Background: an optimization exercise with open tools, aiming at small area, a short achievable clock period and few clock cycles per item. Do not read the settings as production practice.
Function was checked by simulation only, so behaviour that the tests miss may differ from the original.

## job 101
Design aes256_core, start of the top module:
module aes256_core (
    input  wire         clk,
    input  wire         rst,
    input  wire         start,
    input  wire [1:0]   op,
    input  wire [255:0] key,
    input  wire [127:0] din,
    output reg          ready,
    output reg          done,
    output reg          err,
    output wire [127:0] dout
);
    function [127:0] sig;
        input [127:0] a;
        sig = {a[63:32], a[95:64], a[127:96], a[31:0]};
    endfunction
    reg [255:0] ks;          
    reg [255:0] ke;          
    reg         kv;          
    reg         wpend;       
    reg         wact;        
    reg         v1, d1, x1;  
    reg [3:0]   c1;          
    reg [127:0] s1;          
    reg [255:0] k1;          
    reg         v2, d2, x2;
    reg         z2;          
    reg [3:0]   c2;
    reg [191:0] m2;          
    reg [47:0]  q2;          
    reg [255:0] k2;
    reg         v3, d3, x3;
    reg [3:0]   c3;
    reg [127:0] u3;          
    reg [255:0] k3;          
    wire last3 = (c3 == 4'd13);
    reg  free3;                     
  ...
Settings: LEC_CHECK=0, CAP_MARGIN=20, CORE_MARGIN=2, CORE_UTILIZATION=40, CTS_BUF_LIST=sky130_fd_sc_hd__clkbuf_16, CTS_CLUSTER_DIAMETER=120, CTS_CLUSTER_SIZE=18, SLEW_MARGIN=20; clock period 10.0 ns.
standard.sh (not shown) runs the stock make flow with config.mk's settings and CLKGATE_MAP_FILE= SYNTH_SCRIPT=/design/flow/synth_recipe.tcl, a recipe that flattens the netlist after the stock synthesis.
==> flow/flow/run.sh <==
#!/bin/bash
# Own flow: the standard layout (standard.sh) with three changes:
#  - synthesis maps with an ABC script suited to XOR-heavy logic
#    (flow/abc.script) and skips the full/half adder extraction; registers,
#    flattening and renaming are the standard synthesis's;
#  - timing repair aims SETUP_SLACK_MARGIN ns below the clock period;
#  - ports are buffered with a plain buffer cell, and the delay cells are
#    not used as buffers.
set -euo pipefail
W=$(pwd)
MARGIN=6.4
SYN=$FLOW_HOME/scripts/synth.tcl
sed -e 's|^\(\s*\)\[env_var_exists_and_non_empty ADDER_MAP_FILE\] &&|\10 \&\& [env_var_exists_and_non_empty ADDER_MAP_FILE] \&\&|' \
    -e "s|^\(\s*\)log_cmd abc {\*}\$abc_args|\1log_cmd abc -script $W/flow/abc.script {*}[lrange \$abc_args 2 end]|" \
    "$SYN" > "$W/synth_own.tcl"
grep -q '0 && \[env_var_exists_and_non_empty ADDER_MAP_FILE\]' "$W/synth_own.tcl"
grep -q "log_cmd abc -script $W/flow/abc.script" "$W/synth_own.tcl"
sed "s|source \$::env(SCRIPTS_DIR)/synth.tcl|source $W/synth_own.tcl|" synth_recipe.tcl > "$W/synth_recipe_own.tcl"
grep -q "source $W/synth_own.tcl" "$W/synth_recipe_own.tcl"
sed -e "s|SYNTH_SCRIPT=[^ ]*|SYNTH_SCRIPT=$W/synth_recipe_own.tcl|" \
    -e "s|\"\${@:-finish}\"|SETUP_SLACK_MARGIN=$MARGIN \"\${@:-finish}\"|" standard.sh > "$W/standard_own.sh"
grep -q "SYNTH_SCRIPT=$W/synth_recipe_own.tcl" "$W/standard_own.sh"
grep -q "SETUP_SLACK_MARGIN=$MARGIN" "$W/standard_own.sh"
export BUFFER_PORTS_ARGS="-buffer_cell sky130_fd_sc_hd__buf_1"
DLY=""
for c in clkdlybuf4s15_1 clkdlybuf4s15_2 clkdlybuf4s18_1 clkdlybuf4s18_2 clkdlybuf4s25_1 \
         clkdlybuf4s25_2 clkdlybuf4s50_1 clkdlybuf4s50_2 dlygate4sd1_1 dlygate4sd2_1 \
         dlygate4sd3_1 dlymetal6s2s_1 dlymetal6s4s_1 dlymetal6s6s_1; do
  DLY="$DLY sky130_fd_sc_hd__$c"
done
export DONT_USE_CELLS="$DLY"
bash "$W/standard_own.sh" > "$W/flow_make.log" 2>&1
==> flow/flow/abc.script <==
strash
&get -n
&dch -x
&nf -R 1000
&put
buffer -c
topo
stime -c
upsize -c
dnsize -c
Job 101 completed; timing, DRC and antenna clean
Testbench counts of job 101, summed over its fixed seeds: cycles 12,152, blocks 768.
For job 102, these inputs were changed with respect to job 101:
# job 101
export LEC_CHECK = 0
export CAP_MARGIN = 20
export CORE_MARGIN = 2
export CORE_UTILIZATION = 40
export CTS_BUF_LIST = sky130_fd_sc_hd__clkbuf_16
export CTS_CLUSTER_DIAMETER = 120
export CTS_CLUSTER_SIZE = 18
export SLEW_MARGIN = 20
create_clock -name core_clock -period 10.0 [get_ports {clk}]
# job 102
export LEC_CHECK = 0
export CAP_MARGIN = 20
export CORE_MARGIN = 2
export CORE_UTILIZATION = 40
export CTS_BUF_LIST = sky130_fd_sc_hd__clkbuf_16
export CTS_CLUSTER_DIAMETER = 80
export CTS_CLUSTER_SIZE = 25
export SLEW_MARGIN = 20
create_clock -name core_clock -period 10.0 [get_ports {clk}]
diff --git a/flow/flow/run.sh b/flow/flow/run.sh
--- a/flow/flow/run.sh
+++ b/flow/flow/run.sh
@@ -10,3 +10,3 @@
 W=$(pwd)
-MARGIN=6.4
+MARGIN=6.5
 SYN=$FLOW_HOME/scripts/synth.tcl
## What came out
- Compare job 102 and job 101 | routing usage on met3 lower: job 102
- Between job 102 and job 101, fmax is lower for job 101, job 102 comes in above that.
- Global router's overall resource usage: job 102 vs job 101 down 0.27 points
[inputs] job 103 vs job 102
# job 102
export LEC_CHECK = 0
export CAP_MARGIN = 20
export CORE_MARGIN = 2
export CORE_UTILIZATION = 40
export CTS_BUF_LIST = sky130_fd_sc_hd__clkbuf_16
export CTS_CLUSTER_DIAMETER = 80
export CTS_CLUSTER_SIZE = 25
export SLEW_MARGIN = 20
create_clock -name core_clock -period 10.0 [get_ports {clk}]
# job 103
export LEC_CHECK = 0
export CAP_MARGIN = 20
export CORE_MARGIN = 2
export CORE_UTILIZATION = 40
export CTS_BUF_LIST = sky130_fd_sc_hd__clkbuf_16
export CTS_CLUSTER_DIAMETER = 120
export CTS_CLUSTER_SIZE = 18
export SLEW_MARGIN = 20
create_clock -name core_clock -period 10.0 [get_ports {clk}]
diff --git a/flow/flow/run.sh b/flow/flow/run.sh
--- a/flow/flow/run.sh
+++ b/flow/flow/run.sh
@@ -10,3 +10,3 @@
 W=$(pwd)
-MARGIN=6.5
+MARGIN=6.6
 SYN=$FLOW_HOME/scripts/synth.tcl
==> notes.md <==
Cell count: job 103 higher than job 102
Of job 103 and job 102, the higher maximum number of pins on one net before global-route repair belongs to job 102.
Diff job 102 -> job 103 | total clock buffers created by CTS | up by a few percent
The setup slack of job 103 is larger than that of job 102.
Per the comparison of job 103 with job 102, first-pass GRT wire length up 5600 um; area of placed instances roughly the same.
The following lists how job 104 was set up differently from job 103:
diff --git a/flow/flow/run.sh b/flow/flow/run.sh
--- a/flow/flow/run.sh
+++ b/flow/flow/run.sh
@@ -10,3 +10,3 @@
 W=$(pwd)
-MARGIN=6.6
+MARGIN=6.5
 SYN=$FLOW_HOME/scripts/synth.tcl
==> flow/flow/abc.script <==
strash
&get -n
&dch -x
&nf -R 50
&put
buffer -c
topo
stime -c
upsize -c
dnsize -c
Notes after the runs:
- In terms of ratio of routed vias to standard cells, job 104 and job 103 differ only marginally.
- Compared with job 103, job 104 shows wire length of the first global-routing pass that has gone down slightly.
- Cmp job 104 and job 103 / tightest slew margin relative to the limit / higher: job 103
- Looking at job 104 and job 103, the die area is a wash.
- [job 104] critical path's largest stage delay rose 50 ps relative to job 103
- Job 104 against job 103: setup slack went down, final wirelength went down, setup TNS did not really move, multi-input logic portion of the cell area went up, synthesized-area fraction occupied by ao, oa, aoi and oai cells did not really move.


Another version of the RTL of aes256_core (not shown whole).
For scale: about 9300 cells after synthesis, roughly 0.092 sq mm of cells after synthesis.
// aes256_core
module aes256_core (
    input  wire         clk,
    input  wire         rst,
    input  wire         start,
    input  wire [1:0]   op,
    input  wire [255:0] key,
    input  wire [127:0] din,
    output reg          ready,
    output reg          done,
    output reg          err,
    output reg  [127:0] dout
);
clock: 10.0 ns
lec_check: 0
cap_margin: 20
core_margin: 2
core_utilization: 40
cts_buf_list: sky130_fd_sc_hd__clkbuf_16
cts_cluster_diameter: 80
cts_cluster_size: 30
slew_margin: 20
==> flow/flow/run.sh <==
#!/bin/bash
# Own flow: the standard layout (standard.sh) with three changes:
#  - synthesis maps with an ABC script suited to XOR-heavy logic
#    (flow/abc.script) and skips the full/half adder extraction; registers,
#    flattening and renaming are the standard synthesis's;
#  - timing repair aims SETUP_SLACK_MARGIN ns below the clock period;
#  - ports are buffered with a plain buffer cell, and the delay cells are
#    not used as buffers.
set -euo pipefail
W=$(pwd)
MARGIN=6.5
SYN=$FLOW_HOME/scripts/synth.tcl
sed -e 's|^\(\s*\)\[env_var_exists_and_non_empty ADDER_MAP_FILE\] &&|\10 \&\& [env_var_exists_and_non_empty ADDER_MAP_FILE] \&\&|' \
    -e "s|^\(\s*\)log_cmd abc {\*}\$abc_args|\1log_cmd abc -script $W/flow/abc.script {*}[lrange \$abc_args 2 end]|" \
    "$SYN" > "$W/synth_own.tcl"
grep -q '0 && \[env_var_exists_and_non_empty ADDER_MAP_FILE\]' "$W/synth_own.tcl"
grep -q "log_cmd abc -script $W/flow/abc.script" "$W/synth_own.tcl"
sed "s|source \$::env(SCRIPTS_DIR)/synth.tcl|source $W/synth_own.tcl|" synth_recipe.tcl > "$W/synth_recipe_own.tcl"
grep -q "source $W/synth_own.tcl" "$W/synth_recipe_own.tcl"
sed -e "s|SYNTH_SCRIPT=[^ ]*|SYNTH_SCRIPT=$W/synth_recipe_own.tcl|" \
    -e "s|\"\${@:-finish}\"|SETUP_SLACK_MARGIN=$MARGIN \"\${@:-finish}\"|" standard.sh > "$W/standard_own.sh"
grep -q "SYNTH_SCRIPT=$W/synth_recipe_own.tcl" "$W/standard_own.sh"
grep -q "SETUP_SLACK_MARGIN=$MARGIN" "$W/standard_own.sh"
export BUFFER_PORTS_ARGS="-buffer_cell sky130_fd_sc_hd__buf_1"
DLY=""
for c in clkdlybuf4s15_1 clkdlybuf4s15_2 clkdlybuf4s18_1 clkdlybuf4s18_2 clkdlybuf4s25_1 \
         clkdlybuf4s25_2 clkdlybuf4s50_1 clkdlybuf4s50_2 dlygate4sd1_1 dlygate4sd2_1 \
         dlygate4sd3_1 dlymetal6s2s_1 dlymetal6s4s_1 dlymetal6s6s_1; do
  DLY="$DLY sky130_fd_sc_hd__$c"
done
export DONT_USE_CELLS="$DLY"
bash "$W/standard_own.sh" > "$W/flow_make.log" 2>&1
==> flow/flow/abc.script <==
strash
&get -n
&dch -x
&nf -R 1000
&put
buffer -c
topo
stime -c
upsize -c
dnsize -c
The first run finished with timing, DRC and antenna clean.
Testbench counts at the start, summed over its fixed seeds: cycles 12,192, blocks 768.
==> next run, changes <==
==> flow/flow/abc.script (replaced) <==
strash
&get -n
&dch -x
&nf -R 1000
&put
topo
stime -c
CTS_CLUSTER_DIAMETER = 60   (was 80)
CTS_CLUSTER_SIZE = 25   (was 30)
Global-route usage shrinks by 2.2 points.
Routed wire length shrinks by about 10%.
Final area grows by 1.6%.
Worst setup slack improved by 210 ps.
==> next run, changes <==
==> flow/flow/abc.script (replaced) <==
strash
&get -n
&dch -x
&nf -R 1000
&put
buffer -c
topo
stime -c
upsize -c
dnsize -c
Routed wire length climbs by roughly a tenth.
Non-clock buffer count drops by 54.
Cell area drops slightly.
First-iteration DRC count climbs by well over a third.
Cell count is about the same.
Maximum frequency is about the same.
==> next run, changes <==
--- a/flow/flow/run.sh
+++ b/flow/flow/run.sh
@@ -9,5 +9,5 @@
 set -euo pipefail
 W=$(pwd)
-MARGIN=6.5
+MARGIN=6.2
 SYN=$FLOW_HOME/scripts/synth.tcl
 sed -e 's|^\(\s*\)\[env_var_exists_and_non_empty ADDER_MAP_FILE\] &&|\10 \&\& [env_var_exists_and_non_empty ADDER_MAP_FILE] \&\&|' \
Effect:
- The changed run finished clean
- setup slack loses 280 ps
- global-route usage increases by 0.16 points
- non-clock buffer count fell by 82
- count of clock-buffer cells in the layout stays the same
- routed wire length shrinks slightly
- core utilization drops by 0.66 points


== v47 ==
aes256_core with an RTL version that a note above also has.
Size: about 9100 cells after synthesis, ~520 I/O pins, roughly 89000 µm² of cells after synthesis.
clock: 10.0 ns
lec_check: 0
cap_margin: 20
core_margin: 2
core_utilization: 40
cts_buf_list: sky130_fd_sc_hd__clkbuf_16
cts_cluster_diameter: 150
cts_cluster_size: 15
slew_margin: 20
==> flow/flow/run.sh <==
#!/bin/bash
# Own flow: the standard layout (standard.sh) with three changes:
#  - synthesis maps with an ABC script suited to XOR-heavy logic
#    (flow/abc.script) and skips the full/half adder extraction; registers,
#    flattening and renaming are the standard synthesis's;
#  - timing repair aims SETUP_SLACK_MARGIN ns below the clock period;
#  - ports are buffered with a plain buffer cell, and the delay cells are
#    not used as buffers.
set -euo pipefail
W=$(pwd)
MARGIN=6.5
SYN=$FLOW_HOME/scripts/synth.tcl
sed -e 's|^\(\s*\)\[env_var_exists_and_non_empty ADDER_MAP_FILE\] &&|\10 \&\& [env_var_exists_and_non_empty ADDER_MAP_FILE] \&\&|' \
    -e "s|^\(\s*\)log_cmd abc {\*}\$abc_args|\1log_cmd abc -script $W/flow/abc.script {*}[lrange \$abc_args 2 end]|" \
    "$SYN" > "$W/synth_own.tcl"
grep -q '0 && \[env_var_exists_and_non_empty ADDER_MAP_FILE\]' "$W/synth_own.tcl"
grep -q "log_cmd abc -script $W/flow/abc.script" "$W/synth_own.tcl"
sed "s|source \$::env(SCRIPTS_DIR)/synth.tcl|source $W/synth_own.tcl|" synth_recipe.tcl > "$W/synth_recipe_own.tcl"
grep -q "source $W/synth_own.tcl" "$W/synth_recipe_own.tcl"
sed -e "s|SYNTH_SCRIPT=[^ ]*|SYNTH_SCRIPT=$W/synth_recipe_own.tcl|" \
    -e "s|\"\${@:-finish}\"|SETUP_SLACK_MARGIN=$MARGIN \"\${@:-finish}\"|" standard.sh > "$W/standard_own.sh"
grep -q "SYNTH_SCRIPT=$W/synth_recipe_own.tcl" "$W/standard_own.sh"
grep -q "SETUP_SLACK_MARGIN=$MARGIN" "$W/standard_own.sh"
export BUFFER_PORTS_ARGS="-buffer_cell sky130_fd_sc_hd__buf_1"
DLY=""
for c in clkdlybuf4s15_1 clkdlybuf4s15_2 clkdlybuf4s18_1 clkdlybuf4s18_2 clkdlybuf4s25_1 \
         clkdlybuf4s25_2 clkdlybuf4s50_1 clkdlybuf4s50_2 dlygate4sd1_1 dlygate4sd2_1 \
         dlygate4sd3_1 dlymetal6s2s_1 dlymetal6s4s_1 dlymetal6s6s_1; do
  DLY="$DLY sky130_fd_sc_hd__$c"
done
export DONT_USE_CELLS="$DLY"
bash "$W/standard_own.sh" > "$W/flow_make.log" 2>&1
==> flow/flow/abc.script <==
strash
&get -n
&dch -x
&nf -R 1000
&put
buffer -c
topo
stime -c
upsize -c
dnsize -c
The flow did not stop early for v47: all stages ran, and the layout cleared the timing, design-rule and antenna checks.
Testbench counts of v47, summed over its fixed seeds: cycles 12,152, blocks 768.
Inputs modified between v47 and v39:
--- a/flow/config.mk
+++ b/flow/config.mk
@@ -12,2 +12,2 @@
-export CTS_CLUSTER_DIAMETER = 150
-export CTS_CLUSTER_SIZE = 15
+export CTS_CLUSTER_DIAMETER = 200
+export CTS_CLUSTER_SIZE = 12
==> comparison <==
- Of v39 and v47, the run reporting the lower post-layout minimum cycle time was v39.
- The global-route usage over all layers of v39 and that of v47 are within noise of each other.
- Taking v47 as the reference point, the routing usage on met3 of v39 rises by 0.30 points.
- Comparing v39 and v47, the higher buffers plus inverters on the worst setup path was measured on v39.
- v39: clock buffer count in the final layout higher than v47
- When v39 is measured against v47, its length in cells of the worst reg-to-reg path turns out 6 higher.
- Where overall routed net length is concerned, v47 is better than v39.
- Compared with v47, v39 instantiates a larger number of standard cells.
- Comparing v47 with v39, the combined area of the multi-input logic cells came out essentially unchanged.
> inputs changed (v39 -> v36)
--- a/flow/flow/abc.script
+++ b/flow/flow/abc.script
@@ -4 +4 @@
-&nf -R 1000
+&nf -R 1000 -p
--- a/flow/config.mk
+++ b/flow/config.mk
@@ -12,2 +12,2 @@
-export CTS_CLUSTER_DIAMETER = 200
-export CTS_CLUSTER_SIZE = 12
+export CTS_CLUSTER_DIAMETER = 120
+export CTS_CLUSTER_SIZE = 18
[summary]
Going from v39 to v36, count of clock-buffer cells in the layout decreased about 33%; layout cell share with drive strength beyond 1 decreased 0.64 points; number of gates on the worst path with buffers counted increased 9.
The inputs of v33 differ from those of v36 as listed below.
--- a/flow/flow/abc.script
+++ b/flow/flow/abc.script
@@ -4 +4 @@
-&nf -R 1000 -p
+&nf -R 1000
--- a/flow/config.mk
+++ b/flow/config.mk
@@ -12,2 +12,2 @@
-export CTS_CLUSTER_DIAMETER = 120
-export CTS_CLUSTER_SIZE = 18
+export CTS_CLUSTER_DIAMETER = 70
+export CTS_CLUSTER_SIZE = 22
[summary]
v36 has higher non-clock buffer count than v33.
Going from v36 to v33, chip width shows no meaningful change; multi-input gate share of the layout cell area shows a reduction of 0.61 points; wire length after detailed routing shows a reduction of 6000 µm; weighted congestion at the end of routability-driven global placement shows a reduction of 0.017.
Cmp v33 vs v36: global-route usage lower in v33

==> afterwards: timing with drivers on the ports <==
How much do the figures lean on ideal ports? The routed layouts below were timed once more, with nothing changed but the port constraints.
Step 1 assumes that a clkbuf_16 drives the clock port and a buf_2 every other input.
Step 2 moves the port delays by t, midway between the first and last clock arrival at a register: inputs arrive t later, outputs are due t later. That takes back most of the time a late clock gives input paths.
Slacks: no drivers / after step 1 / after step 2; pairs: no drivers / after step 1.
run | t (ns) | setup slack, ns | clock arrival spread, ns | worst slew at a driven data input, ns | cell pins on the clock port's net
job 101 | 0.918 | 6.404 / 6.313 / 5.605 | 0.106 / 0.106 | 0.30 | 1
job 102 | 0.890 | 6.517 / 6.423 / 5.739 | 0.061 / 0.062 | 0.27 | 1
job 103 | 0.899 | 6.585 / 6.491 / 5.780 | 0.120 / 0.119 | 0.27 | 1
job 104 | 0.893 | 6.524 / 6.434 / 5.770 | 0.087 / 0.087 | 0.30 | 1
the first run of note 2 | 0.913 | 6.304 / 6.304 / 5.709 | 0.086 / 0.086 | 0.33 | 1
the second run of note 2 | 0.921 | 6.513 / 6.472 / 5.787 | 0.079 / 0.079 | 0.23 | 1
the third run of note 2 | 0.927 | 6.522 / 6.473 / 5.736 | 0.059 / 0.058 | 0.34 | 1
the fourth run of note 2 | 0.950 | 6.238 / 6.184 / 5.394 | 0.070 / 0.070 | 0.32 | 1
v47 | 0.926 | 6.507 / 6.451 / 5.671 | 0.036 / 0.036 | 0.29 | 1
v39 | 0.947 | 6.527 / 6.434 / 5.654 | 0.082 / 0.082 | 0.29 | 1
v36 | 0.881 | 6.485 / 6.424 / 5.756 | 0.059 / 0.059 | 0.28 | 1
v33 | 0.929 | 6.532 / 6.431 / 5.689 | 0.064 / 0.064 | 0.28 | 1
After both steps every run listed still meets setup and hold. For v39, which loses most, drivers alone change the setup slack by -0.093 ns; drivers and shift together by -0.873 ns.
